What follows belongs to an exercise in optimizing a design on an open flow for small area, a short achievable clock period and few clock cycles per item; a production flow would make more cautious choices. Function was checked by simulation only, so behaviour that the tests miss may differ from the original.

<file path="flow/constraint.sdc">
create_clock -name core_clock -period 16.0 [get_ports {clk}]
set_input_delay 3.2000 -clock core_clock [delete_from_list [all_inputs] [get_ports {clk}]]
set_output_delay 3.2000 -clock core_clock [all_outputs]
set_load 0.01 [all_outputs]
</file>
<file path="flow/design.v">
module hsv2rgb_fa (
    input  wire a,
    input  wire b,
    input  wire c,
    output wire s,
    output wire co
);
    assign s  = a ^ b ^ c;
    assign co = (a & b) | (a & c) | (b & c);
endmodule
module hsv2rgb_ha (
    input  wire a,
    input  wire b,
    output wire s,
    output wire co
);
    assign s  = a ^ b;
    assign co = a & b;
endmodule
module hsv2rgb_fv (
    input  wire [7:0] sat,
    input  wire [7:0] val,
    output wire [7:0] fl,
    output wire [7:0] vp
);
    wire [7:0] d = ~sat;
    wire q1 = d[0] & d[1];
    wire q2 = d[0] & d[2];
    wire q3 = d[0] & d[3];
    wire q4 = d[0] & d[4];
    wire q5 = d[0] & d[5];
    wire q6 = d[0] & d[6];
    wire q7 = d[0] & d[7];
    wire q8 = d[1] & d[2];
    wire q9 = d[1] & d[3];
    wire q10 = d[1] & d[4];
    wire q11 = d[1] & d[5];
    wire q12 = d[1] & d[6];
    wire q13 = d[1] & d[7];
    wire q14 = d[2] & d[3];
    wire q15 = d[2] & d[4];
    wire q16 = d[2] & d[5];
    wire q17 = d[2] & d[6];
    wire q18 = d[2] & d[7];
    wire q19 = d[3] & d[4];
    wire q20 = d[3] & d[5];
    wire q21 = d[3] & d[6];
    wire q22 = d[3] & d[7];
    wire q23 = d[4] & d[5];
    wire q24 = d[4] & d[6];
    wire q25 = d[4] & d[7];
    wire q26 = d[5] & d[6];
    wire q27 = d[5] & d[7];
    wire q28 = d[6] & d[7];
    wire s29, c30;
    hsv2rgb_ha u_s29 (.a(q5), .b(q10), .s(s29), .co(c30));
    wire s31, c32;
    hsv2rgb_ha u_s31 (.a(q6), .b(q11), .s(s31), .co(c32));
    wire s33, c34;
    hsv2rgb_fa u_s33 (.a(q7), .b(q12), .c(q16), .s(s33), .co(c34));
    wire s35, c36;
    hsv2rgb_ha u_s35 (.a(q3), .b(q8), .s(s35), .co(c36));
    wire s37, c38;
    hsv2rgb_ha u_s37 (.a(q4), .b(q9), .s(s37), .co(c38));
    wire s39, c40;
    hsv2rgb_fa u_s39 (.a(s29), .b(q14), .c(d[3]), .s(s39), .co(c40));
    wire s41, c42;
    hsv2rgb_fa u_s41 (.a(s31), .b(q15), .c(d[7]), .s(s41), .co(c42));
    wire s43, c44;
    hsv2rgb_fa u_s43 (.a(s33), .b(q19), .c(d[4]), .s(s43), .co(c44));
    wire s45, c46;
    hsv2rgb_fa u_s45 (.a(q13), .b(q17), .c(q20), .s(s45), .co(c46));
    wire s47, c48;
    hsv2rgb_fa u_s47 (.a(q18), .b(q21), .c(q23), .s(s47), .co(c48));
    wire s49, c50;
    hsv2rgb_ha u_s49 (.a(q1), .b(d[1]), .s(s49), .co(c50));
    wire s51, c52;
    hsv2rgb_ha u_s51 (.a(q2), .b(d[3]), .s(s51), .co(c52));
    wire s53, c54;
    hsv2rgb_fa u_s53 (.a(s35), .b(d[2]), .c(d[4]), .s(s53), .co(c54));
    wire s55, c56;
    hsv2rgb_fa u_s55 (.a(s37), .b(d[5]), .c(c36), .s(s55), .co(c56));
    wire s57, c58;
    hsv2rgb_fa u_s57 (.a(s39), .b(d[6]), .c(c38), .s(s57), .co(c58));
    wire s59, c60;
    hsv2rgb_fa u_s59 (.a(s41), .b(c30), .c(c40), .s(s59), .co(c60));
    wire s61, c62;
    hsv2rgb_fa u_s61 (.a(s43), .b(c32), .c(c42), .s(s61), .co(c62));
    wire s63, c64;
    hsv2rgb_fa u_s63 (.a(s45), .b(c34), .c(c44), .s(s63), .co(c64));
    wire s65, c66;
    hsv2rgb_fa u_s65 (.a(s47), .b(d[5]), .c(c46), .s(s65), .co(c66));
    wire s67, c68;
    hsv2rgb_fa u_s67 (.a(q22), .b(q24), .c(c48), .s(s67), .co(c68));
    wire s69, c70;
    hsv2rgb_fa u_s69 (.a(q25), .b(q26), .c(d[6]), .s(s69), .co(c70));
    wire [15:0] A71 = {1'b0, q28, q27, s69, s67, s65, s63, s61, s59, s57, s55, s53, s51, s49, d[1], d[0]};
    wire [15:0] B72 = {1'b0, d[7], c70, c68, c66, c64, c62, c60, c58, c56, c54, c52, c50, d[2], 1'b0, d[0]};
    wire [15:0] S73 = A71 + B72;
    assign fl = {S73[15], S73[14], S73[13], S73[12], S73[11], S73[10], S73[9], S73[8]};
    wire q74 = val[0] & val[1];
    wire q75 = val[0] & val[2];
    wire q76 = val[0] & val[3];
    wire q77 = val[0] & val[4];
    wire q78 = val[0] & val[5];
    wire q79 = val[0] & val[6];
    wire q80 = val[0] & val[7];
    wire q81 = val[1] & val[2];
    wire q82 = val[1] & val[3];
    wire q83 = val[1] & val[4];
    wire q84 = val[1] & val[5];
    wire q85 = val[1] & val[6];
    wire q86 = val[1] & val[7];
    wire q87 = val[2] & val[3];
    wire q88 = val[2] & val[4];
    wire q89 = val[2] & val[5];
    wire q90 = val[2] & val[6];
    wire q91 = val[2] & val[7];
    wire q92 = val[3] & val[4];
    wire q93 = val[3] & val[5];
    wire q94 = val[3] & val[6];
    wire q95 = val[3] & val[7];
    wire q96 = val[4] & val[5];
    wire q97 = val[4] & val[6];
    wire q98 = val[4] & val[7];
    wire q99 = val[5] & val[6];
    wire q100 = val[5] & val[7];
    wire q101 = val[6] & val[7];
    wire vnz = |val;
    wire s102, c103;
    hsv2rgb_fa u_s102 (.a(q80), .b(q85), .c(q89), .s(s102), .co(c103));
    wire s104, c105;
    hsv2rgb_ha u_s104 (.a(q78), .b(q83), .s(s104), .co(c105));
    wire s106, c107;
    hsv2rgb_ha u_s106 (.a(q79), .b(q84), .s(s106), .co(c107));
    wire s108, c109;
    hsv2rgb_fa u_s108 (.a(s102), .b(q92), .c(val[4]), .s(s108), .co(c109));
    wire s110, c111;
    hsv2rgb_fa u_s110 (.a(q86), .b(q90), .c(q93), .s(s110), .co(c111));
    wire s112, c113;
    hsv2rgb_fa u_s112 (.a(q91), .b(q94), .c(q96), .s(s112), .co(c113));
    wire s114, c115;
    hsv2rgb_ha u_s114 (.a(q76), .b(q81), .s(s114), .co(c115));
    wire s116, c117;
    hsv2rgb_ha u_s116 (.a(q77), .b(q82), .s(s116), .co(c117));
    wire s118, c119;
    hsv2rgb_fa u_s118 (.a(s104), .b(q87), .c(val[3]), .s(s118), .co(c119));
    wire s120, c121;
    hsv2rgb_fa u_s120 (.a(s106), .b(q88), .c(c105), .s(s120), .co(c121));
    wire s122, c123;
    hsv2rgb_fa u_s122 (.a(s108), .b(vnz), .c(c107), .s(s122), .co(c123));
    wire s124, c125;
    hsv2rgb_fa u_s124 (.a(s110), .b(c103), .c(c109), .s(s124), .co(c125));
    wire s126, c127;
    hsv2rgb_fa u_s126 (.a(s112), .b(val[5]), .c(c111), .s(s126), .co(c127));
    wire s128, c129;
    hsv2rgb_fa u_s128 (.a(q95), .b(q97), .c(c113), .s(s128), .co(c129));
    wire s130, c131;
    hsv2rgb_fa u_s130 (.a(q98), .b(q99), .c(val[6]), .s(s130), .co(c131));
    wire [15:0] A132 = {1'b0, q101, q100, s130, s128, s126, s124, s122, s120, s118, s116, s114, q75, q74, 1'b0, val[0]};
    wire [15:0] B133 = {1'b0, val[7], c131, c129, c127, c125, c123, c121, c119, c117, c115, val[2], 1'b0, val[1], 1'b0, 1'b0};
    wire [15:0] S134 = A132 + B133;
    assign vp = {S134[15], S134[14], S134[13], S134[12], S134[11], S134[10], S134[9], S134[8]};
endmodule
module hsv2rgb_bmul (
    input  wire [7:0] raw,
    input  wire [7:0] sat,
    input  wire [7:0] fl,
    output wire [7:0] s
);
    wire p1 = raw[0] & sat[0];
    wire p2 = raw[0] & sat[1];
    wire p3 = raw[0] & sat[2];
    wire p4 = raw[0] & sat[3];
    wire p5 = raw[0] & sat[4];
    wire p6 = raw[0] & sat[5];
    wire p7 = raw[0] & sat[6];
    wire p8 = raw[0] & sat[7];
    wire p9 = raw[1] & sat[0];
    wire p10 = raw[1] & sat[1];
    wire p11 = raw[1] & sat[2];
    wire p12 = raw[1] & sat[3];
    wire p13 = raw[1] & sat[4];
    wire p14 = raw[1] & sat[5];
    wire p15 = raw[1] & sat[6];
    wire p16 = raw[1] & sat[7];
    wire p17 = raw[2] & sat[0];
    wire p18 = raw[2] & sat[1];
    wire p19 = raw[2] & sat[2];
    wire p20 = raw[2] & sat[3];
    wire p21 = raw[2] & sat[4];
    wire p22 = raw[2] & sat[5];
    wire p23 = raw[2] & sat[6];
    wire p24 = raw[2] & sat[7];
    wire p25 = raw[3] & sat[0];
    wire p26 = raw[3] & sat[1];
    wire p27 = raw[3] & sat[2];
    wire p28 = raw[3] & sat[3];
    wire p29 = raw[3] & sat[4];
    wire p30 = raw[3] & sat[5];
    wire p31 = raw[3] & sat[6];
    wire p32 = raw[3] & sat[7];
    wire p33 = raw[4] & sat[0];
    wire p34 = raw[4] & sat[1];
    wire p35 = raw[4] & sat[2];
    wire p36 = raw[4] & sat[3];
    wire p37 = raw[4] & sat[4];
    wire p38 = raw[4] & sat[5];
    wire p39 = raw[4] & sat[6];
    wire p40 = raw[4] & sat[7];
    wire p41 = raw[5] & sat[0];
    wire p42 = raw[5] & sat[1];
    wire p43 = raw[5] & sat[2];
    wire p44 = raw[5] & sat[3];
    wire p45 = raw[5] & sat[4];
    wire p46 = raw[5] & sat[5];
    wire p47 = raw[5] & sat[6];
    wire p48 = raw[5] & sat[7];
    wire p49 = raw[6] & sat[0];
    wire p50 = raw[6] & sat[1];
    wire p51 = raw[6] & sat[2];
    wire p52 = raw[6] & sat[3];
    wire p53 = raw[6] & sat[4];
    wire p54 = raw[6] & sat[5];
    wire p55 = raw[6] & sat[6];
    wire p56 = raw[6] & sat[7];
    wire p57 = raw[7] & sat[0];
    wire p58 = raw[7] & sat[1];
    wire p59 = raw[7] & sat[2];
    wire p60 = raw[7] & sat[3];
    wire p61 = raw[7] & sat[4];
    wire p62 = raw[7] & sat[5];
    wire p63 = raw[7] & sat[6];
    wire p64 = raw[7] & sat[7];
    wire s65, c66;
    hsv2rgb_ha u_s65 (.a(p6), .b(p13), .s(s65), .co(c66));
    wire s67, c68;
    hsv2rgb_fa u_s67 (.a(p7), .b(p14), .c(p21), .s(s67), .co(c68));
    wire s69, c70;
    hsv2rgb_ha u_s69 (.a(p28), .b(p35), .s(s69), .co(c70));
    wire s71, c72;
    hsv2rgb_fa u_s71 (.a(p8), .b(p15), .c(p22), .s(s71), .co(c72));
    wire s73, c74;
    hsv2rgb_fa u_s73 (.a(p29), .b(p36), .c(p43), .s(s73), .co(c74));
    wire s75, c76;
    hsv2rgb_ha u_s75 (.a(p50), .b(p57), .s(s75), .co(c76));
    wire s77, c78;
    hsv2rgb_fa u_s77 (.a(p16), .b(p23), .c(p30), .s(s77), .co(c78));
    wire s79, c80;
    hsv2rgb_fa u_s79 (.a(p37), .b(p44), .c(p51), .s(s79), .co(c80));
    wire s81, c82;
    hsv2rgb_ha u_s81 (.a(p58), .b(fl[0]), .s(s81), .co(c82));
    wire s83, c84;
    hsv2rgb_fa u_s83 (.a(p24), .b(p31), .c(p38), .s(s83), .co(c84));
    wire s85, c86;
    hsv2rgb_fa u_s85 (.a(p45), .b(p52), .c(p59), .s(s85), .co(c86));
    wire s87, c88;
    hsv2rgb_fa u_s87 (.a(p32), .b(p39), .c(p46), .s(s87), .co(c88));
    wire s89, c90;
    hsv2rgb_ha u_s89 (.a(p4), .b(p11), .s(s89), .co(c90));
    wire s91, c92;
    hsv2rgb_fa u_s91 (.a(p5), .b(p12), .c(p19), .s(s91), .co(c92));
    wire s93, c94;
    hsv2rgb_ha u_s93 (.a(p26), .b(p33), .s(s93), .co(c94));
    wire s95, c96;
    hsv2rgb_fa u_s95 (.a(s65), .b(p20), .c(p27), .s(s95), .co(c96));
    wire s97, c98;
    hsv2rgb_fa u_s97 (.a(p34), .b(p41), .c(raw[5]), .s(s97), .co(c98));
    wire s99, c100;
    hsv2rgb_fa u_s99 (.a(s67), .b(s69), .c(p42), .s(s99), .co(c100));
    wire s101, c102;
    hsv2rgb_fa u_s101 (.a(p49), .b(raw[6]), .c(c66), .s(s101), .co(c102));
    wire s103, c104;
    hsv2rgb_fa u_s103 (.a(s71), .b(s73), .c(s75), .s(s103), .co(c104));
    wire s105, c106;
    hsv2rgb_fa u_s105 (.a(raw[7]), .b(c68), .c(c70), .s(s105), .co(c106));
    wire s107, c108;
    hsv2rgb_fa u_s107 (.a(s77), .b(s79), .c(s81), .s(s107), .co(c108));
    wire s109, c110;
    hsv2rgb_fa u_s109 (.a(c72), .b(c74), .c(c76), .s(s109), .co(c110));
    wire s111, c112;
    hsv2rgb_fa u_s111 (.a(s83), .b(s85), .c(fl[1]), .s(s111), .co(c112));
    wire s113, c114;
    hsv2rgb_fa u_s113 (.a(c78), .b(c80), .c(c82), .s(s113), .co(c114));
    wire s115, c116;
    hsv2rgb_fa u_s115 (.a(s87), .b(p53), .c(p60), .s(s115), .co(c116));
    wire s117, c118;
    hsv2rgb_fa u_s117 (.a(fl[2]), .b(c84), .c(c86), .s(s117), .co(c118));
    wire s119, c120;
    hsv2rgb_fa u_s119 (.a(p40), .b(p47), .c(p54), .s(s119), .co(c120));
    wire s121, c122;
    hsv2rgb_fa u_s121 (.a(p61), .b(fl[3]), .c(c88), .s(s121), .co(c122));
    wire s123, c124;
    hsv2rgb_fa u_s123 (.a(p48), .b(p55), .c(p62), .s(s123), .co(c124));
    wire s125, c126;
    hsv2rgb_ha u_s125 (.a(p3), .b(p10), .s(s125), .co(c126));
    wire s127, c128;
    hsv2rgb_fa u_s127 (.a(s89), .b(p18), .c(p25), .s(s127), .co(c128));
    wire s129, c130;
    hsv2rgb_fa u_s129 (.a(s91), .b(s93), .c(raw[4]), .s(s129), .co(c130));
    wire s131, c132;
    hsv2rgb_fa u_s131 (.a(s95), .b(s97), .c(c92), .s(s131), .co(c132));
    wire s133, c134;
    hsv2rgb_fa u_s133 (.a(s99), .b(s101), .c(c96), .s(s133), .co(c134));
    wire s135, c136;
    hsv2rgb_fa u_s135 (.a(s103), .b(s105), .c(c100), .s(s135), .co(c136));
    wire s137, c138;
    hsv2rgb_fa u_s137 (.a(s107), .b(s109), .c(c104), .s(s137), .co(c138));
    wire s139, c140;
    hsv2rgb_fa u_s139 (.a(s111), .b(s113), .c(c108), .s(s139), .co(c140));
    wire s141, c142;
    hsv2rgb_fa u_s141 (.a(s115), .b(s117), .c(c112), .s(s141), .co(c142));
    wire s143, c144;
    hsv2rgb_fa u_s143 (.a(s119), .b(s121), .c(c116), .s(s143), .co(c144));
    wire s145, c146;
    hsv2rgb_fa u_s145 (.a(s123), .b(fl[4]), .c(c120), .s(s145), .co(c146));
    wire s147, c148;
    hsv2rgb_fa u_s147 (.a(p56), .b(p63), .c(fl[5]), .s(s147), .co(c148));
    wire s149, c150;
    hsv2rgb_ha u_s149 (.a(p2), .b(p9), .s(s149), .co(c150));
    wire s151, c152;
    hsv2rgb_fa u_s151 (.a(s125), .b(p17), .c(raw[2]), .s(s151), .co(c152));
    wire s153, c154;
    hsv2rgb_fa u_s153 (.a(s127), .b(raw[3]), .c(c126), .s(s153), .co(c154));
    wire s155, c156;
    hsv2rgb_fa u_s155 (.a(s129), .b(c90), .c(c128), .s(s155), .co(c156));
    wire s157, c158;
    hsv2rgb_fa u_s157 (.a(s131), .b(c94), .c(c130), .s(s157), .co(c158));
    wire s159, c160;
    hsv2rgb_fa u_s159 (.a(s133), .b(c98), .c(c132), .s(s159), .co(c160));
    wire s161, c162;
    hsv2rgb_fa u_s161 (.a(s135), .b(c102), .c(c134), .s(s161), .co(c162));
    wire s163, c164;
    hsv2rgb_fa u_s163 (.a(s137), .b(c106), .c(c136), .s(s163), .co(c164));
    wire s165, c166;
    hsv2rgb_fa u_s165 (.a(s139), .b(c110), .c(c138), .s(s165), .co(c166));
    wire s167, c168;
    hsv2rgb_fa u_s167 (.a(s141), .b(c114), .c(c140), .s(s167), .co(c168));
    wire s169, c170;
    hsv2rgb_fa u_s169 (.a(s143), .b(c118), .c(c142), .s(s169), .co(c170));
    wire s171, c172;
    hsv2rgb_fa u_s171 (.a(s145), .b(c122), .c(c144), .s(s171), .co(c172));
    wire s173, c174;
    hsv2rgb_fa u_s173 (.a(s147), .b(c124), .c(c146), .s(s173), .co(c174));
    wire s175, c176;
    hsv2rgb_fa u_s175 (.a(p64), .b(fl[6]), .c(c148), .s(s175), .co(c176));
    wire [15:0] A177 = {fl[7], s175, s173, s171, s169, s167, s165, s163, s161, s159, s157, s155, s153, s151, s149, p1};
    wire [15:0] B178 = {c176, c174, c172, c170, c168, c166, c164, c162, c160, c158, c156, c154, c152, c150, raw[1], raw[0]};
    wire [15:0] S179 = A177 + B178;
    assign s = {S179[15], S179[14], S179[13], S179[12], S179[11], S179[10], S179[9], S179[8]};
endmodule
module hsv2rgb_cmul (
    input  wire [7:0] x,
    input  wire [7:0] vp,
    output wire [7:0] o
);
    wire p1 = x[0] & vp[0];
    wire p2 = x[0] & vp[1];
    wire p3 = x[0] & vp[2];
    wire p4 = x[0] & vp[3];
    wire p5 = x[0] & vp[4];
    wire p6 = x[0] & vp[5];
    wire p7 = x[0] & vp[6];
    wire p8 = x[0] & vp[7];
    wire p9 = x[1] & vp[0];
    wire p10 = x[1] & vp[1];
    wire p11 = x[1] & vp[2];
    wire p12 = x[1] & vp[3];
    wire p13 = x[1] & vp[4];
    wire p14 = x[1] & vp[5];
    wire p15 = x[1] & vp[6];
    wire p16 = x[1] & vp[7];
    wire p17 = x[2] & vp[0];
    wire p18 = x[2] & vp[1];
    wire p19 = x[2] & vp[2];
    wire p20 = x[2] & vp[3];
    wire p21 = x[2] & vp[4];
    wire p22 = x[2] & vp[5];
    wire p23 = x[2] & vp[6];
    wire p24 = x[2] & vp[7];
    wire p25 = x[3] & vp[0];
    wire p26 = x[3] & vp[1];
    wire p27 = x[3] & vp[2];
    wire p28 = x[3] & vp[3];
    wire p29 = x[3] & vp[4];
    wire p30 = x[3] & vp[5];
    wire p31 = x[3] & vp[6];
    wire p32 = x[3] & vp[7];
    wire p33 = x[4] & vp[0];
    wire p34 = x[4] & vp[1];
    wire p35 = x[4] & vp[2];
    wire p36 = x[4] & vp[3];
    wire p37 = x[4] & vp[4];
    wire p38 = x[4] & vp[5];
    wire p39 = x[4] & vp[6];
    wire p40 = x[4] & vp[7];
    wire p41 = x[5] & vp[0];
    wire p42 = x[5] & vp[1];
    wire p43 = x[5] & vp[2];
    wire p44 = x[5] & vp[3];
    wire p45 = x[5] & vp[4];
    wire p46 = x[5] & vp[5];
    wire p47 = x[5] & vp[6];
    wire p48 = x[5] & vp[7];
    wire p49 = x[6] & vp[0];
    wire p50 = x[6] & vp[1];
    wire p51 = x[6] & vp[2];
    wire p52 = x[6] & vp[3];
    wire p53 = x[6] & vp[4];
    wire p54 = x[6] & vp[5];
    wire p55 = x[6] & vp[6];
    wire p56 = x[6] & vp[7];
    wire p57 = x[7] & vp[0];
    wire p58 = x[7] & vp[1];
    wire p59 = x[7] & vp[2];
    wire p60 = x[7] & vp[3];
    wire p61 = x[7] & vp[4];
    wire p62 = x[7] & vp[5];
    wire p63 = x[7] & vp[6];
    wire p64 = x[7] & vp[7];
    wire s65, c66;
    hsv2rgb_ha u_s65 (.a(p6), .b(p13), .s(s65), .co(c66));
    wire s67, c68;
    hsv2rgb_fa u_s67 (.a(p7), .b(p14), .c(p21), .s(s67), .co(c68));
    wire s69, c70;
    hsv2rgb_ha u_s69 (.a(p28), .b(p35), .s(s69), .co(c70));
    wire s71, c72;
    hsv2rgb_fa u_s71 (.a(p8), .b(p15), .c(p22), .s(s71), .co(c72));
    wire s73, c74;
    hsv2rgb_fa u_s73 (.a(p29), .b(p36), .c(p43), .s(s73), .co(c74));
    wire s75, c76;
    hsv2rgb_ha u_s75 (.a(p50), .b(p57), .s(s75), .co(c76));
    wire s77, c78;
    hsv2rgb_fa u_s77 (.a(p16), .b(p23), .c(p30), .s(s77), .co(c78));
    wire s79, c80;
    hsv2rgb_fa u_s79 (.a(p37), .b(p44), .c(p51), .s(s79), .co(c80));
    wire s81, c82;
    hsv2rgb_fa u_s81 (.a(p24), .b(p31), .c(p38), .s(s81), .co(c82));
    wire s83, c84;
    hsv2rgb_ha u_s83 (.a(p4), .b(p11), .s(s83), .co(c84));
    wire s85, c86;
    hsv2rgb_fa u_s85 (.a(p5), .b(p12), .c(p19), .s(s85), .co(c86));
    wire s87, c88;
    hsv2rgb_ha u_s87 (.a(p26), .b(p33), .s(s87), .co(c88));
    wire s89, c90;
    hsv2rgb_fa u_s89 (.a(s65), .b(p20), .c(p27), .s(s89), .co(c90));
    wire s91, c92;
    hsv2rgb_fa u_s91 (.a(p34), .b(p41), .c(x[5]), .s(s91), .co(c92));
    wire s93, c94;
    hsv2rgb_fa u_s93 (.a(s67), .b(s69), .c(p42), .s(s93), .co(c94));
    wire s95, c96;
    hsv2rgb_fa u_s95 (.a(p49), .b(x[6]), .c(c66), .s(s95), .co(c96));
    wire s97, c98;
    hsv2rgb_fa u_s97 (.a(s71), .b(s73), .c(s75), .s(s97), .co(c98));
    wire s99, c100;
    hsv2rgb_fa u_s99 (.a(x[7]), .b(c68), .c(c70), .s(s99), .co(c100));
    wire s101, c102;
    hsv2rgb_fa u_s101 (.a(s77), .b(s79), .c(p58), .s(s101), .co(c102));
    wire s103, c104;
    hsv2rgb_fa u_s103 (.a(c72), .b(c74), .c(c76), .s(s103), .co(c104));
    wire s105, c106;
    hsv2rgb_fa u_s105 (.a(s81), .b(p45), .c(p52), .s(s105), .co(c106));
    wire s107, c108;
    hsv2rgb_fa u_s107 (.a(p59), .b(c78), .c(c80), .s(s107), .co(c108));
    wire s109, c110;
    hsv2rgb_fa u_s109 (.a(p32), .b(p39), .c(p46), .s(s109), .co(c110));
    wire s111, c112;
    hsv2rgb_fa u_s111 (.a(p53), .b(p60), .c(c82), .s(s111), .co(c112));
    wire s113, c114;
    hsv2rgb_fa u_s113 (.a(p40), .b(p47), .c(p54), .s(s113), .co(c114));
    wire s115, c116;
    hsv2rgb_ha u_s115 (.a(p3), .b(p10), .s(s115), .co(c116));
    wire s117, c118;
    hsv2rgb_fa u_s117 (.a(s83), .b(p18), .c(p25), .s(s117), .co(c118));
    wire s119, c120;
    hsv2rgb_fa u_s119 (.a(s85), .b(s87), .c(x[4]), .s(s119), .co(c120));
    wire s121, c122;
    hsv2rgb_fa u_s121 (.a(s89), .b(s91), .c(c86), .s(s121), .co(c122));
    wire s123, c124;
    hsv2rgb_fa u_s123 (.a(s93), .b(s95), .c(c90), .s(s123), .co(c124));
    wire s125, c126;
    hsv2rgb_fa u_s125 (.a(s97), .b(s99), .c(c94), .s(s125), .co(c126));
    wire s127, c128;
    hsv2rgb_fa u_s127 (.a(s101), .b(s103), .c(c98), .s(s127), .co(c128));
    wire s129, c130;
    hsv2rgb_fa u_s129 (.a(s105), .b(s107), .c(c102), .s(s129), .co(c130));
    wire s131, c132;
    hsv2rgb_fa u_s131 (.a(s109), .b(s111), .c(c106), .s(s131), .co(c132));
    wire s133, c134;
    hsv2rgb_fa u_s133 (.a(s113), .b(p61), .c(c110), .s(s133), .co(c134));
    wire s135, c136;
    hsv2rgb_fa u_s135 (.a(p48), .b(p55), .c(p62), .s(s135), .co(c136));
    wire s137, c138;
    hsv2rgb_ha u_s137 (.a(p2), .b(p9), .s(s137), .co(c138));
    wire s139, c140;
    hsv2rgb_fa u_s139 (.a(s115), .b(p17), .c(x[2]), .s(s139), .co(c140));
    wire s141, c142;
    hsv2rgb_fa u_s141 (.a(s117), .b(x[3]), .c(c116), .s(s141), .co(c142));
    wire s143, c144;
    hsv2rgb_fa u_s143 (.a(s119), .b(c84), .c(c118), .s(s143), .co(c144));
    wire s145, c146;
    hsv2rgb_fa u_s145 (.a(s121), .b(c88), .c(c120), .s(s145), .co(c146));
    wire s147, c148;
    hsv2rgb_fa u_s147 (.a(s123), .b(c92), .c(c122), .s(s147), .co(c148));
    wire s149, c150;
    hsv2rgb_fa u_s149 (.a(s125), .b(c96), .c(c124), .s(s149), .co(c150));
    wire s151, c152;
    hsv2rgb_fa u_s151 (.a(s127), .b(c100), .c(c126), .s(s151), .co(c152));
    wire s153, c154;
    hsv2rgb_fa u_s153 (.a(s129), .b(c104), .c(c128), .s(s153), .co(c154));
    wire s155, c156;
    hsv2rgb_fa u_s155 (.a(s131), .b(c108), .c(c130), .s(s155), .co(c156));
    wire s157, c158;
    hsv2rgb_fa u_s157 (.a(s133), .b(c112), .c(c132), .s(s157), .co(c158));
    wire s159, c160;
    hsv2rgb_fa u_s159 (.a(s135), .b(c114), .c(c134), .s(s159), .co(c160));
    wire s161, c162;
    hsv2rgb_fa u_s161 (.a(p56), .b(p63), .c(c136), .s(s161), .co(c162));
    wire [15:0] A163 = {1'b0, p64, s161, s159, s157, s155, s153, s151, s149, s147, s145, s143, s141, s139, s137, p1};
    wire [15:0] B164 = {1'b0, c162, c160, c158, c156, c154, c152, c150, c148, c146, c144, c142, c140, c138, x[1], x[0]};
    wire [15:0] S165 = A163 + B164;
    assign o = {S165[15], S165[14], S165[13], S165[12], S165[11], S165[10], S165[9], S165[8]};
endmodule
module hsv2rgb_hue (
    input  wire [7:0] hue,
    output reg  [7:0] raw_p,
    output reg  [7:0] raw_q,
    output reg  [1:0] zone
);
    wire [4:0] h5 = hue[4:0];
    reg [7:0] b_t;
    always @(*) begin
        case (h5)
            5'd0: b_t = 8'd0;
            5'd1: b_t = 8'd2;
            5'd2: b_t = 8'd5;
            5'd3: b_t = 8'd8;
            5'd4: b_t = 8'd10;
            5'd5: b_t = 8'd13;
            5'd6: b_t = 8'd16;
            5'd7: b_t = 8'd18;
            5'd8: b_t = 8'd21;
            5'd9: b_t = 8'd24;
            5'd10: b_t = 8'd26;
            5'd11: b_t = 8'd29;
            5'd12: b_t = 8'd32;
            5'd13: b_t = 8'd34;
            5'd14: b_t = 8'd37;
            5'd15: b_t = 8'd40;
            5'd16: b_t = 8'd43;
            5'd17: b_t = 8'd45;
            5'd18: b_t = 8'd48;
            5'd19: b_t = 8'd51;
            5'd20: b_t = 8'd53;
            5'd21: b_t = 8'd56;
            5'd22: b_t = 8'd59;
            5'd23: b_t = 8'd61;
            5'd24: b_t = 8'd64;
            5'd25: b_t = 8'd67;
            5'd26: b_t = 8'd69;
            5'd27: b_t = 8'd72;
            5'd28: b_t = 8'd75;
            5'd29: b_t = 8'd77;
            5'd30: b_t = 8'd80;
            5'd31: b_t = 8'd83;
            default: b_t = 8'd0;
        endcase
    end
    reg [7:0] b_t84;
    always @(*) begin
        case (h5)
            5'd0: b_t84 = 8'd84;
            5'd1: b_t84 = 8'd86;
            5'd2: b_t84 = 8'd89;
            5'd3: b_t84 = 8'd92;
            5'd4: b_t84 = 8'd94;
            5'd5: b_t84 = 8'd97;
            5'd6: b_t84 = 8'd100;
            5'd7: b_t84 = 8'd102;
            5'd8: b_t84 = 8'd105;
            5'd9: b_t84 = 8'd108;
            5'd10: b_t84 = 8'd110;
            5'd11: b_t84 = 8'd113;
            5'd12: b_t84 = 8'd116;
            5'd13: b_t84 = 8'd118;
            5'd14: b_t84 = 8'd121;
            5'd15: b_t84 = 8'd124;
            5'd16: b_t84 = 8'd127;
            5'd17: b_t84 = 8'd129;
            5'd18: b_t84 = 8'd132;
            5'd19: b_t84 = 8'd135;
            5'd20: b_t84 = 8'd137;
            5'd21: b_t84 = 8'd140;
            5'd22: b_t84 = 8'd143;
            5'd23: b_t84 = 8'd145;
            5'd24: b_t84 = 8'd148;
            5'd25: b_t84 = 8'd151;
            5'd26: b_t84 = 8'd153;
            5'd27: b_t84 = 8'd156;
            5'd28: b_t84 = 8'd159;
            5'd29: b_t84 = 8'd161;
            5'd30: b_t84 = 8'd164;
            5'd31: b_t84 = 8'd167;
            default: b_t84 = 8'd0;
        endcase
    end
    reg [7:0] b_t85;
    always @(*) begin
        case (h5)
            5'd0: b_t85 = 8'd85;
            5'd1: b_t85 = 8'd87;
            5'd2: b_t85 = 8'd90;
            5'd3: b_t85 = 8'd93;
            5'd4: b_t85 = 8'd95;
            5'd5: b_t85 = 8'd98;
            5'd6: b_t85 = 8'd101;
            5'd7: b_t85 = 8'd103;
            5'd8: b_t85 = 8'd106;
            5'd9: b_t85 = 8'd109;
            5'd10: b_t85 = 8'd111;
            5'd11: b_t85 = 8'd114;
            5'd12: b_t85 = 8'd117;
            5'd13: b_t85 = 8'd119;
            5'd14: b_t85 = 8'd122;
            5'd15: b_t85 = 8'd125;
            5'd16: b_t85 = 8'd128;
            5'd17: b_t85 = 8'd130;
            5'd18: b_t85 = 8'd133;
            5'd19: b_t85 = 8'd136;
            5'd20: b_t85 = 8'd138;
            5'd21: b_t85 = 8'd141;
            5'd22: b_t85 = 8'd144;
            5'd23: b_t85 = 8'd146;
            5'd24: b_t85 = 8'd149;
            5'd25: b_t85 = 8'd152;
            5'd26: b_t85 = 8'd154;
            5'd27: b_t85 = 8'd157;
            5'd28: b_t85 = 8'd160;
            5'd29: b_t85 = 8'd162;
            5'd30: b_t85 = 8'd165;
            5'd31: b_t85 = 8'd168;
            default: b_t85 = 8'd0;
        endcase
    end
    reg [7:0] b_t170;
    always @(*) begin
        case (h5)
            5'd0: b_t170 = 8'd170;
            5'd1: b_t170 = 8'd172;
            5'd2: b_t170 = 8'd175;
            5'd3: b_t170 = 8'd178;
            5'd4: b_t170 = 8'd180;
            5'd5: b_t170 = 8'd183;
            5'd6: b_t170 = 8'd186;
            5'd7: b_t170 = 8'd188;
            5'd8: b_t170 = 8'd191;
            5'd9: b_t170 = 8'd194;
            5'd10: b_t170 = 8'd196;
            5'd11: b_t170 = 8'd199;
            5'd12: b_t170 = 8'd202;
            5'd13: b_t170 = 8'd204;
            5'd14: b_t170 = 8'd207;
            5'd15: b_t170 = 8'd210;
            5'd16: b_t170 = 8'd213;
            5'd17: b_t170 = 8'd215;
            5'd18: b_t170 = 8'd218;
            5'd19: b_t170 = 8'd221;
            5'd20: b_t170 = 8'd223;
            5'd21: b_t170 = 8'd226;
            5'd22: b_t170 = 8'd229;
            5'd23: b_t170 = 8'd231;
            5'd24: b_t170 = 8'd234;
            5'd25: b_t170 = 8'd237;
            5'd26: b_t170 = 8'd239;
            5'd27: b_t170 = 8'd242;
            5'd28: b_t170 = 8'd245;
            5'd29: b_t170 = 8'd247;
            5'd30: b_t170 = 8'd250;
            5'd31: b_t170 = 8'd253;
            default: b_t170 = 8'd0;
        endcase
    end
    reg [7:0] b_u84;
    always @(*) begin
        case (h5)
            5'd0: b_u84 = 8'd84;
            5'd1: b_u84 = 8'd89;
            5'd2: b_u84 = 8'd94;
            5'd3: b_u84 = 8'd100;
            5'd4: b_u84 = 8'd105;
            5'd5: b_u84 = 8'd110;
            5'd6: b_u84 = 8'd116;
            5'd7: b_u84 = 8'd121;
            5'd8: b_u84 = 8'd126;
            5'd9: b_u84 = 8'd132;
            5'd10: b_u84 = 8'd137;
            5'd11: b_u84 = 8'd142;
            5'd12: b_u84 = 8'd148;
            5'd13: b_u84 = 8'd153;
            5'd14: b_u84 = 8'd158;
            5'd15: b_u84 = 8'd164;
            5'd16: b_u84 = 8'd169;
            5'd17: b_u84 = 8'd174;
            5'd18: b_u84 = 8'd180;
            5'd19: b_u84 = 8'd185;
            5'd20: b_u84 = 8'd190;
            5'd21: b_u84 = 8'd196;
            5'd22: b_u84 = 8'd201;
            5'd23: b_u84 = 8'd206;
            5'd24: b_u84 = 8'd212;
            5'd25: b_u84 = 8'd217;
            5'd26: b_u84 = 8'd222;
            5'd27: b_u84 = 8'd228;
            5'd28: b_u84 = 8'd233;
            5'd29: b_u84 = 8'd238;
            5'd30: b_u84 = 8'd244;
            5'd31: b_u84 = 8'd249;
            default: b_u84 = 8'd0;
        endcase
    end
    reg [7:0] b_u85;
    always @(*) begin
        case (h5)
            5'd0: b_u85 = 8'd85;
            5'd1: b_u85 = 8'd90;
            5'd2: b_u85 = 8'd95;
            5'd3: b_u85 = 8'd101;
            5'd4: b_u85 = 8'd106;
            5'd5: b_u85 = 8'd111;
            5'd6: b_u85 = 8'd117;
            5'd7: b_u85 = 8'd122;
            5'd8: b_u85 = 8'd127;
            5'd9: b_u85 = 8'd133;
            5'd10: b_u85 = 8'd138;
            5'd11: b_u85 = 8'd143;
            5'd12: b_u85 = 8'd149;
            5'd13: b_u85 = 8'd154;
            5'd14: b_u85 = 8'd159;
            5'd15: b_u85 = 8'd165;
            5'd16: b_u85 = 8'd170;
            5'd17: b_u85 = 8'd175;
            5'd18: b_u85 = 8'd181;
            5'd19: b_u85 = 8'd186;
            5'd20: b_u85 = 8'd191;
            5'd21: b_u85 = 8'd197;
            5'd22: b_u85 = 8'd202;
            5'd23: b_u85 = 8'd207;
            5'd24: b_u85 = 8'd213;
            5'd25: b_u85 = 8'd218;
            5'd26: b_u85 = 8'd223;
            5'd27: b_u85 = 8'd229;
            5'd28: b_u85 = 8'd234;
            5'd29: b_u85 = 8'd239;
            5'd30: b_u85 = 8'd245;
            5'd31: b_u85 = 8'd250;
            default: b_u85 = 8'd0;
        endcase
    end
    always @(*) begin
        case (hue[7:5])
            3'd0: begin raw_p = ~b_t;    raw_q = b_t;    zone = 2'd0; end
            3'd1: begin raw_p = 8'd171;  raw_q = b_t85;  zone = 2'd0; end
            3'd2: begin raw_p = ~b_u84;  raw_q = b_t170; zone = 2'd0; end
            3'd3: begin raw_p = ~b_t;    raw_q = b_t;    zone = 2'd1; end
            3'd4: begin raw_p = ~b_u84;  raw_q = b_u85;  zone = 2'd1; end
            3'd5: begin raw_p = b_t;     raw_q = ~b_t;   zone = 2'd2; end
            3'd6: begin raw_p = b_t85;   raw_q = ~b_t84; zone = 2'd2; end
            default: begin raw_p = b_t170; raw_q = ~b_t170; zone = 2'd2; end
        endcase
    end
endmodule
module hsv2rgb_stream (
    input  wire        clk,
    input  wire        rst,
    input  wire        in_valid,
    output wire        in_ready,
    input  wire [7:0]  hue_i,
    input  wire [7:0]  sat_i,
    input  wire [7:0]  val_i,
    output reg         out_valid,
    output wire [31:0] rgb_o
);
    assign in_ready = 1'b1;
    reg        v0;
    reg [7:0]  hue0, sat0, val0;
    always @(posedge clk) begin
        v0   <= ~rst & in_valid;
        hue0 <= hue_i;
        sat0 <= sat_i;
        val0 <= val_i;
    end
    wire [7:0] raw_p0, raw_q0, fl0, vp0;
    wire [1:0] zone0;
    hsv2rgb_hue u_hue (.hue(hue0), .raw_p(raw_p0), .raw_q(raw_q0), .zone(zone0));
    hsv2rgb_fv  u_fv  (.sat(sat0), .val(val0), .fl(fl0), .vp(vp0));
    reg        v1;
    reg [7:0]  raw_p1, raw_q1, sat1, fl1, vp1;
    reg [1:0]  zone1;
    always @(posedge clk) begin
        v1     <= ~rst & v0;
        raw_p1 <= raw_p0;
        raw_q1 <= raw_q0;
        sat1   <= sat0;
        fl1    <= fl0;
        vp1    <= vp0;
        zone1  <= zone0;
    end
    wire [7:0] sp1, sq1;
    hsv2rgb_bmul u_bp (.raw(raw_p1), .sat(sat1), .fl(fl1), .s(sp1));
    hsv2rgb_bmul u_bq (.raw(raw_q1), .sat(sat1), .fl(fl1), .s(sq1));
    reg        v2;
    reg [7:0]  sp2, sq2, fl2, vp2;
    reg [1:0]  zone2;
    always @(posedge clk) begin
        v2    <= ~rst & v1;
        sp2   <= sp1;
        sq2   <= sq1;
        fl2   <= fl1;
        vp2   <= vp1;
        zone2 <= zone1;
    end
    wire [7:0] xr = (zone2 == 2'd1) ? fl2 : sp2;
    wire [7:0] xg = (zone2 == 2'd0) ? sq2 : (zone2 == 2'd1) ? sp2 : fl2;
    wire [7:0] xb = (zone2 == 2'd0) ? fl2 : sq2;
    wire [7:0] or2, og2, ob2;
    hsv2rgb_cmul u_cr (.x(xr), .vp(vp2), .o(or2));
    hsv2rgb_cmul u_cg (.x(xg), .vp(vp2), .o(og2));
    hsv2rgb_cmul u_cb (.x(xb), .vp(vp2), .o(ob2));
    reg [23:0] rgb3;
    always @(posedge clk) begin
        out_valid <= ~rst & v2;
        rgb3      <= {or2, og2, ob2};
    end
    assign rgb_o = {8'd0, rgb3};
endmodule
</file>
<file path="flow/run.sh">
#!/bin/bash
# synth_recipe.tcl (not shown) runs the flow's synth.tcl, then flattens the netlist and writes it again
# the make line also repeats each setting of config.mk as NAME=value (left out here)
make -C /OpenROAD-flow-scripts/flow DESIGN_CONFIG=/design/flow/config.mk WORK_HOME=/design/flow/orfs CLKGATE_MAP_FILE= SYNTH_SCRIPT=/design/flow/synth_recipe.tcl finish
</file>
<file path="flow/config.mk">
export PLATFORM = sky130hd
export DESIGN_NAME = hsv2rgb_stream
export DESIGN_NICKNAME = hsv2rgb_stream
export VERILOG_FILES = /design/flow/design.v
export SDC_FILE = /design/flow/constraint.sdc
export NUM_CORES = 4
export LEC_CHECK = 0
export CAP_MARGIN = 20
export CORE_MARGIN = 2
export CORE_UTILIZATION = 40
export SLEW_MARGIN = 85
export SYNTH_HIERARCHICAL = 1
</file>
==> results of run 1 <==
## worst max path at each step
stage	from	slack, ps	cells after the start	end
after floorplan	zone2[1]	11280	13	rgb3[11]
after global placement	zone2[0]	10570	12	rgb3[11]
after detailed placement	zone2[1]	1230	35	rgb3[22]
after CTS	zone2[1]	1140	35	rgb3[22]
after global routing	zone2[1]	420	36	rgb3[22]
final	zone2[1]	750	36	rgb3[22]
## cells by family after synthesis
logic type | Yosys count
other | 2
adders and majority gates | 395
muxes | 43
AOI/OAI and AO/OA | 355
xor gates and xnor gates | 35
DFF | 128
and+or+nand+nor | 696
buffers and inverters | 95
## repair_timing
action / in CTS / in global routing
gates resized for setup: 0 / 7
buffers inserted: 0 / 5
endpoints found under the setup margin: 0 / 1
hold buffers: 0 / 0
## per-module statistics from Yosys (local to each module, per instance)
module          cells inside  flops+latches
hsv2rgb_bmul             144              0
hsv2rgb_cmul             166              0
hsv2rgb_fa                 1              0
hsv2rgb_fv               193              0
hsv2rgb_ha                 1              0
hsv2rgb_hue              286              0
hsv2rgb_stream           189            128
## worst max-delay path, delay by kind of cell (launching register included)
| kind | cells | cell delay, ps |
|---|---|---|
| muxes | 2 | 530 |
| and+or+nand+nor | 4 | 580 |
| adders and majority gates | 5 | 2360 |
| buffers and inverters | 24 | 11120 |
| DFF | 1 | 380 |
| AOI/OAI and AO/OA | 1 | 200 |
## final cells by class
cell class,count,share of cell area (%)
Timing Repair Buffer,300,12.14
Sequential cell,128,11.62
Clock buffer,21,1.990
Clock inverter,11,0.4476
Tap cell,539,2.907
Multi-Input combinational cell,1533,70.27
Inverter,35,0.6363
## metal layers
metal  vias up  global-route usage, %  part of all wire (%)
met5         -                      0                     0
met4         0                  5.780                   2.0
met3        63                  2.215                   3.1
met2       314                  36.21                    51
met1      7241                  27.11                    43
li1       6668                      -                     -
## per-stage QoR
step / util [%] / std cells
6_report: 55.19 / 2567
5_1_grt: 55.19 / 2567
4_1_cts: 51.82 / 2505
3_5_place_dp: 50.48 / 2473
3_3_place_gp: 42.86 / 2292
2_1_floorplan: - / 1756
## cell usage in the layout, fill, tap and decap left out, types with 28 or more instances in the layout
| master | netlist | layout |
|---|---|---|
| nand2_1 | 96 | 82 |
| and2_2 | 35 | 35 |
| dfxtp_1 | 128 | 68 |
| ha_2 | 0 | 38 |
| ha_1 | 147 | 97 |
| clkdlybuf4s50_1 | 0 | 202 |
| dfxtp_2 | 0 | 37 |
| nor2_1 | 91 | 67 |
| a21oi_2 | 2 | 40 |
| fa_1 | 248 | 246 |
| a21oi_1 | 99 | 57 |
| and2_1 | 309 | 309 |
| nand3_1 | 33 | 30 |
| buf_1 | 1 | 29 |
| xnor2_1 | 31 | 28 |
==> impl_metrics.py, run 1 <==
metrics = {
    "placed_design": {
        "dp_hpwl_um": 34780,
        "portBuffers": 51,
        "gp_congestion": 0.9278,
        "dp_slack_ps": 1226,
        "placed_area_sq_um": 21220,
    },
    "clock_tree": {
        "insertion_delay_ps": 450,
        "cts_buffers": 17,
        "htree_levels": 4,
        "cts_tree": "done",
        "cts.reportedPaths.clkPinSlew_ps": 60,
        "cts_sinks": 128,
        "root_buffer": "clkbuf_16",
        "cts_buffer_depth": 2,
    },
    "floorplan": {
        "core.rowCount": 75,
        "ioPinCount": 61,
        "start_util_pct": 40.64,
        "core_area_sq_um": 42040,
        "dieHeight_um": 210.7,
        "die_area_sq_um": 44380,
        "die_w_um": 210.7,
    },
    "yosys": {
        "synth_top_cell_by_area": "fa_1",
        "synth_compound_area_share_pct": 14.73,
        "synth_xor_area_share_pct": 1.794,
        "ys_types": 92,
        "synthMuxAreaShare_pct": 2.929,
        "ys_seq_area_share_pct": 15.00,
        "synth_edf_count": 0,
        "async_reset_ff_share_pct": 0,
        "yosys_warnings": 8,
        "ys_ff_latch": 128,
        "synth-simple-area-share_pct": 23.02,
        "synth_cells": 1749,
        "synthDominantCellAreaShare_pct": 29.06,
        "synth_top_family_by_area": "adder cells",
        "avgSynthCellArea_sq_um": 9.769,
        "synth_commonest_cells": "309 x and2_1, 248 x fa_1, 147 x ha_1",
        "synth_adder_area_share_pct": 39.82,
        "post-synth-top-count-cell": "and2_1",
        "syn-cell-area_sq_um": 17090,
        "synthTopCellsByArea": "fa_1 29%, dfxtp_1 15%, and2_1 11%",
        "synth_top_flop_cell": "dfxtp_1",
    },
    "sta": {
        "hold_violations": 0,
        "setup_tns_ps": 0,
        "finalCritPeriodShare_pct": 95.33,
        "setup_viol": 0,
        "fmax_ghz": 0.06556,
        "layout_setup_ws_ps": 746.7,
        "whs_ps": 321.4,
        "rsz0062_at_grt": "false",
        "slew_viol_final": 0,
        "skew_ps": 16.66,
        "period_needed_ps": 15250,
    },
    "grt": {
        "grt_pass1_wl_um": 74900,
        "grt_pass1_vias": 14958,
        "antenna_found_initial": 0,
        "track_usage_pct": 20.67,
        "gr-total-overflow": 0,
        "grt_max_degree": 29,
    },
    "setup_path": {
        "rr_endpoint": "rgb3[22]",
        "r2r_setup_slack_ps": 750,
        "worstPathRequired_ps": 16370,
        "start_kind": "flip-flop",
        "rr_startpoint": "zone2[1]",
        "r2r_cells": 36,
        "crit_top_cell": "clkdlybuf4s50_1",
        "worst-path-max-fanout": 8,
        "crit_slowest_cell": "fa_2",
        "worstPathArrival_ps": 15620,
        "slowest_delay_ps": 600,
        "worstSetupPathType": "reg -> reg",
        "critPathCaptureType": "flip-flop",
    },
    "final_layout": {
        "layout-drive-gt1-share_pct": 26.73,
        "largest_reg_flops": 24,
        "multi_input_area_sq_um": 16300,
        "synthToLayoutAreaGrowth_pct": 35.80,
        "nets": 2437,
        "seq_area_sq_um": 2695,
        "max_flop_register": "rgb3",
        "n_fill_cell": 3523,
        "diodes": 0,
        "fin_area_sq_um": 23200,
    },
    "worst_hold_path": {
        "min_path_cells": 0,
        "worstHoldStart": "vp1[4]",
        "min_path_type": "reg -> reg",
        "holdPathEnd": "vp2[4]",
    },
    "flow_run": {
        "maxCapViolCount": 0,
    },
    "drt": {
        "first_pass_iters": 5,
        "ant_nets": 0,
        "routed_wl_um": 46570,
        "wire_per_inst_um": 18.14,
        "drc_errors": 0,
        "routed_via_density": 5.565,
        "vias": 14286,
        "dr.first_iter.drc_count": 694,
    },
    "run_status": {
        "status": "complete, no violations",
    },
}
Testbench counts, summed over its fixed seeds: cycles 16,032, items 16,000.
==> run 2, diff against run 1 <==
--- a/flow/config.mk
+++ b/flow/config.mk
@@ -8,5 +8,5 @@
 export CAP_MARGIN = 20
 export CORE_MARGIN = 2
 export CORE_UTILIZATION = 40
-export SLEW_MARGIN = 85
+export SLEW_MARGIN = 60
 export SYNTH_HIERARCHICAL = 1
==> run 2 against run 1 <==
Still clean. Clock-buffer cell count is 2 lower. Routed wire length is 15% lower. Cell area is 19% lower. Register-to-register slack improved by 10000 ps. Utilization is 11 points lower. Synthesized cell count unchanged. Die area unchanged. Area after synthesis is the same. Via count decreased by 8.8%. Global-route usage fell by 1.9 points. Critical path depth fell by 24. Critical path type unchanged. Largest cell class unchanged.
==> impl_metrics.py, run 2 <==
metrics = {
    "run_status": {
        "status": "complete, no violations",
    },
    "grt": {
        "grt_pass1_wl_um": 67810,
        "antenna_found_initial": 0,
        "grt_pass1_vias": 13469,
        "gr-total-overflow": 0,
        "track_usage_pct": 18.81,
        "grt_max_degree": 46,
    },
    "placed_design": {
        "dp_slack_ps": 10650,
        "gp_congestion": 0.9278,
        "portBuffers": 51,
        "dp_hpwl_um": 31010,
    },
    "clock_tree": {
        "cts_buffers": 17,
        "cts.reportedPaths.clkPinSlew_ps": 70,
        "ctsHoldBuffers": 0,
        "cts_resized": 0,
        "cts_tree": "done",
        "cts_buffer_depth": 2,
        "insertion_delay_ps": 450,
        "cts_sinks": 128,
        "root_buffer": "clkbuf_16",
        "post-cts-setup-buffers": 0,
        "htree_levels": 4,
    },
    "setup_path": {
        "worstPathRequired_ps": 16360,
        "critical_path_buf_inv_count": 0,
        "crit_slowest_cell": "dfxtp_2",
        "start_kind": "flip-flop",
        "cp_cell_sequence": "nand2b_4 -> mux2_4 -> and2_1 -> fa_1 -> fa_1 -> fa_1 -> fa_1 -> ha_1 -> a21oi_1 -> o21ai_2 -> mux2_2 -> a311oi_1",
        "crit_top_cell": "fa_1",
        "worstSetupPathType": "reg -> reg",
        "worst-path-max-fanout": 18,
        "slowest_delay_ps": 550,
        "worstPathArrival_ps": 5390,
        "critPathCaptureType": "flip-flop",
        "path_delay_family": "adder cells",
    },
    "yosys": {
        "ys_seq_area_share_pct": 15.00,
        "post-synth-top-count-cell": "and2_1",
        "synth_top_flop_cell": "dfxtp_1",
        "ys_ff_latch": 128,
        "synth_cells": 1749,
        "yosys_warnings": 8,
        "synthDominantCellAreaShare_pct": 29.06,
        "syn-cell-area_sq_um": 17090,
        "ys_types": 92,
        "synth_top_cell_by_area": "fa_1",
        "synth_commonest_cells": "309 x and2_1, 248 x fa_1, 147 x ha_1",
        "synth_edf_count": 0,
        "synthTopCellsByArea": "fa_1 29%, dfxtp_1 15%, and2_1 11%",
        "async_reset_ff_share_pct": 0,
        "avgSynthCellArea_sq_um": 9.769,
    },
    "floorplan": {
        "core.rowCount": 75,
        "die_area_sq_um": 44380,
        "ioPinCount": 61,
        "die_w_um": 210.7,
        "core_area_sq_um": 42040,
        "start_util_pct": 40.64,
        "dieHeight_um": 210.7,
    },
    "drt": {
        "first_pass_iters": 5,
        "vias": 13034,
        "drc_errors": 0,
        "dr.first_iter.drc_count": 752,
        "route.met3.wl_um": 1464,
        "maxUsedRoutingLayer": "met4",
        "routed_wl_um": 39560,
        "wl_met2_um": 19120,
        "wl_met1_um": 18300,
        "ant_nets": 0,
        "wire_per_inst_um": 17.01,
        "routed_via_density": 5.606,
    },
    "final_layout": {
        "layout_common_cells": "309 x and2_1, 248 x fa_1, 147 x ha_1",
        "seq_area_sq_um": 2584,
        "n_fill_cell": 4048,
        "max_flop_register": "rgb3",
        "layout-drive-gt1-share_pct": 8.964,
        "synthToLayoutAreaGrowth_pct": 9.454,
        "layout_commonest_cell": "and2_1",
        "largest_reg_flops": 24,
        "nets": 2194,
        "multi_input_area_sq_um": 14170,
    },
    "worst_hold_path": {
        "min_path_type": "reg -> reg",
    },
    "sta": {
        "setup_tns_ps": 0,
        "worstMarginPinSlew_ps": 554.9,
        "finalCritPeriodShare_pct": 31.44,
        "layout_setup_ws_ps": 10970,
        "period_needed_ps": 5030,
        "slew_headroom_pct": 62.75,
        "fmax_ghz": 0.1988,
        "slew_viol_final": 0,
        "rsz0062_at_grt": "false",
        "skew_ps": 15.91,
        "hold_violations": 0,
        "setup_viol": 0,
        "whs_ps": 314.1,
    },
    "flow_run": {
        "maxCapViolCount": 0,
    },
}
==> run 2: cell counts after synthesis <==
Identical to the previous run, type by type.
==> run 2: logic make-up (layout without fill, tap and decap cells) <==
kind of cell | after synthesis | count (layout) | share of synthesized area [%]
adder cells (fa/ha/maj) | 395 | 395 | 39.82
buffers and inverters | 95 | 124 | 2.658
AND/OR/NAND/NOR | 696 | 696 | 23.02
XOR/XNOR | 35 | 35 | 1.794
other | 2 | 10 | 0.04396
multiplexers | 43 | 43 | 2.929
flip-flops | 128 | 128 | 15.00
AO/OA/AOI/OAI | 355 | 355 | 14.73
==> run 2: layout make-up <==
class / count / area share, %
Antenna cell: 1 / 0.01338
Tap cell: 539 / 3.606
Inverter: 35 / 0.7025
Multi-Input combinational cell: 1533 / 75.75
Clock buffer: 19 / 2.315
Clock inverter: 13 / 0.8230
Timing Repair Buffer: 57 / 2.971
Sequential cell: 128 / 13.82
==> run 2: per-module statistics from Yosys, one instance, submodules excluded <==
module	copies in the design	cell area, sq um	cells inside	flops+latches
hsv2rgb_hue	1	1755	286	0
hsv2rgb_bmul	2	999.7	144	0
hsv2rgb_fa	248	20.02	1	0
hsv2rgb_cmul	3	1144	166	0
hsv2rgb_stream	1	3085	189	128
hsv2rgb_ha	47	12.51	1	0
hsv2rgb_fv	1	1261	193	0
==> run 2: path summary, 6_finish.rpt <==
path | startpoint | to | slack, ps | cells after the start
min | zone1[0] | zone2[0] | 310 | 0
max | zone2[1] | rgb3[19] | 10970 | 12
max reg2reg | zone2[1] | rgb3[19] | 10970 | 12
min reg2reg | zone1[0] | zone2[0] | 310 | 0
==> run 2: metrics by stage <==
stage / utilization [%] / cell area [sq um] / std cells
2_1_floorplan: - / 17110 / 1756
3_3_place_gp: 42.86 / 18020 / 2292
3_5_place_dp: 42.98 / 18070 / 2292
4_1_cts: 44.37 / 18650 / 2324
5_1_grt: 44.48 / 18700 / 2324
6_report: 44.48 / 18700 / 2325
==> run 2: per-layer routing <==
layer,vias to the layer above,GRT usage (%)
li1,6192,-
met1,6504,25.25
met2,293,31.80
met3,45,2.513
met4,0,5.391
met5,-,0
==> run 3, diff against run 2 <==
--- a/flow/config.mk
+++ b/flow/config.mk
@@ -8,5 +8,5 @@
 export CAP_MARGIN = 20
 export CORE_MARGIN = 2
 export CORE_UTILIZATION = 40
-export SLEW_MARGIN = 60
+export SLEW_MARGIN = 20
 export SYNTH_HIERARCHICAL = 1
==> run 3 against run 2 <==
Utilization fell by 0.21 points. Maximum frequency decreased by 10%. Cell count about the same. Area after synthesis did not move. Clock skew fell by 4.0 ps. Clock-buffer cell count decreased by 1. Synthesized cell count unchanged. Largest cell class unchanged. Highest routed layer unchanged.
==> impl_metrics.py, run 3 <==
metrics = {
    "yosys": {
        "ys_seq_area_share_pct": 15.00,
        "avgSynthCellArea_sq_um": 9.769,
        "synthDominantCellAreaShare_pct": 29.06,
        "synth_edf_count": 0,
        "synth_cells": 1749,
        "synth_top_flop_cell": "dfxtp_1",
        "synth_top_cell_by_area": "fa_1",
        "synthTopCellsByArea": "fa_1 29%, dfxtp_1 15%, and2_1 11%",
        "yosys_warnings": 8,
        "ys_types": 92,
        "post-synth-top-count-cell": "and2_1",
        "async_reset_ff_share_pct": 0,
        "ys_ff_latch": 128,
        "syn-cell-area_sq_um": 17090,
        "synth_commonest_cells": "309 x and2_1, 248 x fa_1, 147 x ha_1",
    },
    "drt": {
        "vias": 13022,
        "first_pass_iters": 5,
        "routed_wl_um": 39810,
        "routed_via_density": 5.606,
        "dr.first_iter.drc_count": 668,
        "ant_nets": 0,
        "wire_per_inst_um": 17.14,
        "drc_errors": 0,
    },
    "setup_path": {
        "start_kind": "flip-flop",
        "critical_path_buf_inv_count": 0,
        "worstSetupPathType": "reg -> reg",
        "worstPathArrival_ps": 5940,
        "worstPathRequired_ps": 16350,
        "crit_slowest_cell": "o21ai_0",
        "crit_top_cell": "fa_1",
        "path_delay_family": "adder cells",
        "slowest_delay_ps": 760,
        "worst-path-max-fanout": 10,
        "cp_cell_sequence": "mux2i_1 -> o21ai_0 -> and2_1 -> fa_1 -> fa_1 -> fa_1 -> fa_1 -> ha_1 -> a21oi_1 -> o21ai_1 -> mux2_2 -> a311oi_1",
        "critPathCaptureType": "flip-flop",
    },
    "flow_run": {
        "maxCapViolCount": 0,
    },
    "grt": {
        "grtUsageMet2_pct": 31.68,
        "busiest_layer": "met2",
        "grt_pass1_vias": 13572,
        "gr-total-overflow": 0,
        "track_usage_pct": 18.96,
        "met1_usage_pct": 25.43,
        "grt_pass1_wl_um": 68220,
        "grt_max_degree": 46,
        "gr-usage-met3_pct": 2.810,
        "antenna_found_initial": 0,
    },
    "clock_tree": {
        "cts_tree": "done",
        "htree_levels": 4,
        "cts_buffers": 17,
        "cts_resized": 0,
        "cts.reportedPaths.clkPinSlew_ps": 60,
        "root_buffer": "clkbuf_16",
        "cts_sinks": 128,
        "cts_buffer_depth": 2,
        "post-cts-setup-buffers": 0,
        "ctsHoldBuffers": 0,
        "insertion_delay_ps": 450,
    },
    "placed_design": {
        "placed_area_sq_um": 18020,
        "gp_congestion": 0.9278,
        "dp_hpwl_um": 30990,
        "portBuffers": 51,
        "dp_slack_ps": 10420,
    },
    "floorplan": {
        "core.rowCount": 75,
        "ioPinCount": 61,
        "dieHeight_um": 210.7,
        "core_area_sq_um": 42040,
        "die_area_sq_um": 44380,
        "start_util_pct": 40.64,
        "die_w_um": 210.7,
    },
    "final_layout": {
        "nets": 2194,
        "max_flop_register": "rgb3",
        "layout_commonest_cell": "and2_1",
        "layout_common_cells": "309 x and2_1, 248 x fa_1, 147 x ha_1",
        "synthToLayoutAreaGrowth_pct": 8.949,
        "diodes": 0,
        "largest_reg_flops": 24,
        "fin_area_sq_um": 18610,
        "layout-drive-gt1-share_pct": 7.119,
        "n_fill_cell": 4062,
    },
    "sta": {
        "hold_violations": 0,
        "slew_viol_final": 0,
        "finalCritPeriodShare_pct": 34.96,
        "fmax_ghz": 0.1788,
        "setup_tns_ps": 0,
        "skew_ps": 11.87,
        "layout_setup_ws_ps": 10410,
        "period_needed_ps": 5594,
        "worstMarginPinSlew_ps": 939.3,
        "setup_viol": 0,
        "rsz0062_at_grt": "false",
        "slew_headroom_pct": 36.72,
    },
    "worst_hold_path": {
        "min_path_type": "reg -> reg",
    },
    "run_status": {
        "status": "complete, no violations",
    },
}
## run 3: cell counts after synthesis
No cell type changed its count.
## run 3: layer usage
metal / routed length (um) / vias up
met5: 0 / -
met4: 796 / 0
met3: 1510 / 43
met2: 19090 / 279
met1: 18410 / 6521
li1: - / 6179
## run 3: kinds of logic (layout without fill, tap and decap cells)
kind of cell             Yosys count  in the layout  share of synthesized area [%]
flip-flops                       128            128                          15.00
other                              2              9                        0.04396
buffers and inverters             95            123                          2.658
XOR/XNOR                          35             35                          1.794
multiplexers                      43             43                          2.929
adder cells (fa/ha/maj)          395            395                          39.82
AND/OR/NAND/NOR                  696            696                          23.02
AO/OA/AOI/OAI                    355            355                          14.73
## run 3: area by class of cell
class                      count  area (sq um)  area share (%)
multi-input combinational   1533         14090           75.72
inverter                      35         131.4          0.7058
tap                          539         674.4           3.623
timing repair buffer          57         555.5           2.984
clock buffer                  18         429.2           2.306
clock inverter                13         166.4          0.8940
sequential                   128          2562           13.77
## run 3: Yosys stat by module (local to each module, per instance)
| module | cell area (sq um) | cells | flops+latches |
|---|---|---|---|
| hsv2rgb_bmul | 999.7 | 144 | 0 |
| hsv2rgb_cmul | 1144 | 166 | 0 |
| hsv2rgb_fa | 20.02 | 1 | 0 |
| hsv2rgb_fv | 1261 | 193 | 0 |
| hsv2rgb_ha | 12.51 | 1 | 0 |
| hsv2rgb_hue | 1755 | 286 | 0 |
| hsv2rgb_stream | 3085 | 189 | 128 |
## run 3: through the flow
step                utilization (%)  hold slack [ps]  cells
global placement              42.86            312.0   2292
finish                        44.28            317.2   2323
global route                  44.28            330.2   2323
floorplan                         -            309.6   1756
CTS                           44.28            320.7   2323
detailed placement            42.86            312.1   2292
## run 3: path summary, 6_finish.rpt
check,from,endpoint,slack (ps),cells after the start
max reg2reg,zone2[0],rgb3[11],10410,12
min reg2reg,zone1[0],zone2[0],320,0
max,zone2[0],rgb3[11],10410,12
min,zone1[0],zone2[0],320,0

static timing again, ports no longer ideal:
How much do the figures lean on ideal ports? The routed layouts below were timed once more, with nothing changed but the port constraints. Step 1 (the two cells are an assumption about what drives the block):
set clk [get_ports {clk}]
set_driving_cell -lib_cell sky130_fd_sc_hd__clkbuf_16 $clk
set_driving_cell -lib_cell sky130_fd_sc_hd__buf_2 [delete_from_list [all_inputs] $clk]
Step 2 also shifts input and output timing later by t, the mid clock arrival at the registers, as if the neighbouring blocks saw the same clock. Three values: ideal ports, drivers, drivers and shift; two values: the first two.
run	t (ns)	setup WS [ns]	hold WS [ns]	worst register clock-pin slew, ns
run 1	0.493	0.747 / 0.747 / 0.747	0.321 / 0.321 / 0.321	0.07 / 0.07
run 2	0.495	10.970 / 10.970 / 10.970	0.314 / 0.314 / 0.314	0.07 / 0.07
run 3	0.497	10.406 / 10.406 / 10.406	0.317 / 0.317 / 0.317	0.06 / 0.07
After both steps every run listed still meets setup and hold.
